What follows belongs to an exercise in optimizing a design on an open flow for small area, a short achievable clock period and few clock cycles per item; a production flow would make more cautious choices. Power and IR drop assume default switching activity.

==> flow/design.v (excerpt) <==
module dtl_hdr_codec (
    input  wire         clk,
    input  wire         rst,
    input  wire         cmd_valid,
    output wire         cmd_ready,
    input  wire         cmd_op,        
    input  wire         cmd_scr_en,    
    input  wire [11:0]  b_plen,
    input  wire [11:0]  b_seq,
    input  wire [3:0]   b_mod,
    input  wire [3:0]   b_fec,
    input  wire [7:0]   b_flen,
    input  wire [7:0]   b_cwid,
    input  wire [13:0]  b_off,
    input  wire [13:0]  b_short,
    input  wire [3:0]   b_emod,
    input  wire [3:0]   b_efec,
    input  wire [767:0] hdr_in,
    output wire         res_valid,
    output wire [95:0]  hdr_out,       
    output wire         res_ok,        
    output wire [11:0]  r_plen,
    output wire [11:0]  r_seq,
    output wire [3:0]   r_mod,
    output wire [3:0]   r_fec,
    output wire [7:0]   r_flen,
    output wire [7:0]   r_cwid,
    output wire [13:0]  r_off,
    output wire [13:0]  r_short,
    output wire [3:0]   r_emod,
    output wire [3:0]   r_efec
);
==> flow/config.mk <==
export PLATFORM = sky130hd
export DESIGN_NAME = dtl_hdr_codec
export DESIGN_NICKNAME = dtl_hdr_codec
export VERILOG_FILES = /design/flow/design.v
export SDC_FILE = /design/flow/constraint.sdc
export NUM_CORES = 4
export LEC_CHECK = 0
export ABC_AREA = 1
export CAP_MARGIN = 20
export CORE_AREA = 10 10 290 290
export DIE_AREA = 0 0 300 300
export SETUP_SLACK_MARGIN = 2.7
export SLEW_MARGIN = 20
export SYNTH_HIERARCHICAL = 1
export SYNTH_MINIMUM_KEEP_SIZE = 0
export TNS_END_PERCENT = 10
==> flow/constraint.sdc <==
create_clock -name core_clock -period 5.0 [get_ports {clk}]
set_input_delay 1.0000 -clock core_clock [delete_from_list [all_inputs] [get_ports {clk}]]
set_output_delay 1.0000 -clock core_clock [all_outputs]
set_load 0.01 [all_outputs]
standard.sh (not shown) runs the stock make flow with config.mk's settings and CLKGATE_MAP_FILE= SYNTH_SCRIPT=/design/flow/synth_recipe.tcl, a recipe that flattens the netlist after the stock synthesis.
==> flow/flow/run.sh <==
#!/bin/bash
set -euo pipefail
cd "$(dirname "$0")/.."
bash standard.sh BUFFER_PORTS_ARGS="-buffer_cell sky130_fd_sc_hd__buf_1" finish > flow_make.log 2>&1
Edit:
--- a/flow/design.v
+++ b/flow/design.v
@@ -462,59 +462,59 @@
     wire n202;
     dtl_xor2 u_n202 (.a(n144), .b(n180), .y(n202));
     wire n203;
     dtl_xor2 u_n203 (.a(n179), .b(n150), .y(n203));
     wire n204;
     dtl_xor2 u_n204 (.a(n178), .b(n181), .y(n204));
-    wire [23:0] p_d = {n204, n203, n202, n201, n200, n199, n198, n197, n196, n195, n194, n193, n192, n191, n190, n189, n188, n187, n186, n185, n184, n183, n182, n146};
+    wire n205;
+    dtl_xor2 u_n205 (.a(n185), .b(n183), .y(n205));
+    wire n206;
+    dtl_xor2 u_n206 (.a(n186), .b(n187), .y(n206));
+    wire n207;
+    dtl_xor2 u_n207 (.a(n190), .b(n182), .y(n207));
+    wire n208;
+    dtl_xor2 u_n208 (.a(n192), .b(n193), .y(n208));
+    wire n209;
+    dtl_xor2 u_n209 (.a(n195), .b(n194), .y(n209));
+    wire n210;
+    dtl_xor2 u_n210 (.a(n197), .b(n198), .y(n210));
+    wire n211;
+    dtl_xor2 u_n211 (.a(n200), .b(n182), .y(n211));
+    wire n212;
+    dtl_xor2 u_n212 (.a(n146), .b(n201), .y(n212));
+    wire n213;
+    dtl_xor2 u_n213 (.a(n204), .b(n202), .y(n213));
+    wire [15:0] p_d = {n213, n212, n211, n210, n209, n208, n207, n206, n205, n203, n199, n196, n191, n189, n188, n184};
     reg                v_q;
     reg  [83:0]        y_q;
     reg                e_q;        
-    reg  [24-1:0] p_q;
+    reg  [16-1:0] p_q;
     always @(posedge clk) begin
         if (rst) v_q <= 1'b0;
         else     v_q <= cmd_valid;
         y_q <= m[83:0] ^ (cmd_scr_en ? SCR_SEQ[83:0] : 84'd0);
         e_q <= cmd_scr_en;
         p_q <= p_d;
     end
     wire q0;
-    dtl_xor2 u_q0 (.a(p_q[2]), .b(p_q[3]), .y(q0));
+    dtl_xor2 u_q0 (.a(p_q[7]), .b(p_q[0]), .y(q0));
     wire q1;
-    dtl_xor2 u_q1 (.a(p_q[7]), .b(p_q[5]), .y(q1));
+    dtl_xor2 u_q1 (.a(p_q[1]), .b(p_q[8]), .y(q1));
     wire q2;
-    dtl_xor2 u_q2 (.a(p_q[8]), .b(p_q[9]), .y(q2));
+    dtl_xor2 u_q2 (.a(p_q[9]), .b(p_q[2]), .y(q2));
     wire q3;
-    dtl_xor2 u_q3 (.a(p_q[11]), .b(p_q[10]), .y(q3));
+    dtl_xor2 u_q3 (.a(p_q[3]), .b(p_q[10]), .y(q3));
     wire q4;
-    dtl_xor2 u_q4 (.a(p_q[13]), .b(p_q[14]), .y(q4));
+    dtl_xor2 u_q4 (.a(p_q[4]), .b(p_q[11]), .y(q4));
     wire q5;
-    dtl_xor2 u_q5 (.a(p_q[16]), .b(p_q[18]), .y(q5));
+    dtl_xor2 u_q5 (.a(p_q[5]), .b(p_q[12]), .y(q5));
     wire q6;
-    dtl_xor2 u_q6 (.a(p_q[20]), .b(p_q[19]), .y(q6));
+    dtl_xor2 u_q6 (.a(p_q[13]), .b(p_q[14]), .y(q6));
     wire q7;
-    dtl_xor2 u_q7 (.a(p_q[1]), .b(p_q[0]), .y(q7));
-    wire q8;
-    dtl_xor2 u_q8 (.a(p_q[21]), .b(p_q[22]), .y(q8));
-    wire q9;
-    dtl_xor2 u_q9 (.a(p_q[4]), .b(q0), .y(q9));
-    wire q10;
-    dtl_xor2 u_q10 (.a(q1), .b(p_q[6]), .y(q10));
-    wire q11;
-    dtl_xor2 u_q11 (.a(q2), .b(p_q[1]), .y(q11));
-    wire q12;
-    dtl_xor2 u_q12 (.a(q3), .b(p_q[12]), .y(q12));
-    wire q13;
-    dtl_xor2 u_q13 (.a(q4), .b(p_q[15]), .y(q13));
-    wire q14;
-    dtl_xor2 u_q14 (.a(p_q[17]), .b(q5), .y(q14));
-    wire q15;
-    dtl_xor2 u_q15 (.a(q7), .b(q6), .y(q15));
-    wire q16;
-    dtl_xor2 u_q16 (.a(p_q[23]), .b(q8), .y(q16));
-    wire [7:0] t = {q16, q15, q14, q13, q12, q11, q10, q9};
+    dtl_xor2 u_q7 (.a(p_q[15]), .b(p_q[6]), .y(q7));
+    wire [7:0] t = {q7, q6, q5, q4, q3, q2, q1, q0};
     assign res_valid = v_q;
     assign hdr_out   = {t, 2'b00, e_q, 1'b0, y_q};
     wire [3:0] ok_a;
     wire [1:0] ok_b;
     dtl_nor2  u_ok_a0 (.a(t[0]), .b(t[1]), .y(ok_a[0]));
     dtl_nor2  u_ok_a1 (.a(t[2]), .b(t[3]), .y(ok_a[1]));
What happened:
- The changed run finished with timing, DRC and antenna clean
- power is lower by 2.1%
- worst hold slack is about the same
- cell area is higher by 1.2%
- core utilization is higher by 0.20 points
- critical path depth is higher by 11
- wire length is higher by 2.4%
- setup slack gets better by 0.13 ns
- cell count hardly moves
- non-clock buffer count is lower by 1
- fmax is higher by 5.4%
- clock power is about the same
- clock-buffer cell count is unchanged
- via count hardly moves
Function was not checked in any run of this note: the RTL went through the layout flow alone.

[afterwards: timing with drivers on the ports]
The results above use ideal ports. As a check the final layouts listed here were re-extracted and re-timed, cells and wires unchanged. Step 1, drivers: a clkbuf_16 drives clk and a buf_2 each remaining input, both assumed. Step 2 also shifts input and output timing later by t, the mid clock arrival at the registers, as if the neighbouring blocks saw the same clock. Three values: ideal ports, drivers, drivers and shift; two values: the first two.
run | t (ns) | setup WS [ns] | clock arrival spread, ns | pins driven straight from the clock port
the first run | 0.430 | 2.477 / 2.386 / 1.955 | 0.013 / 0.013 | 1
the second run | 0.432 | 2.606 / 2.339 / 1.907 | 0.014 / 0.014 | 1
After both steps every run listed still meets setup and hold. For the second run, which loses most, drivers alone change the setup slack by -0.267 ns; drivers and shift together by -0.699 ns.
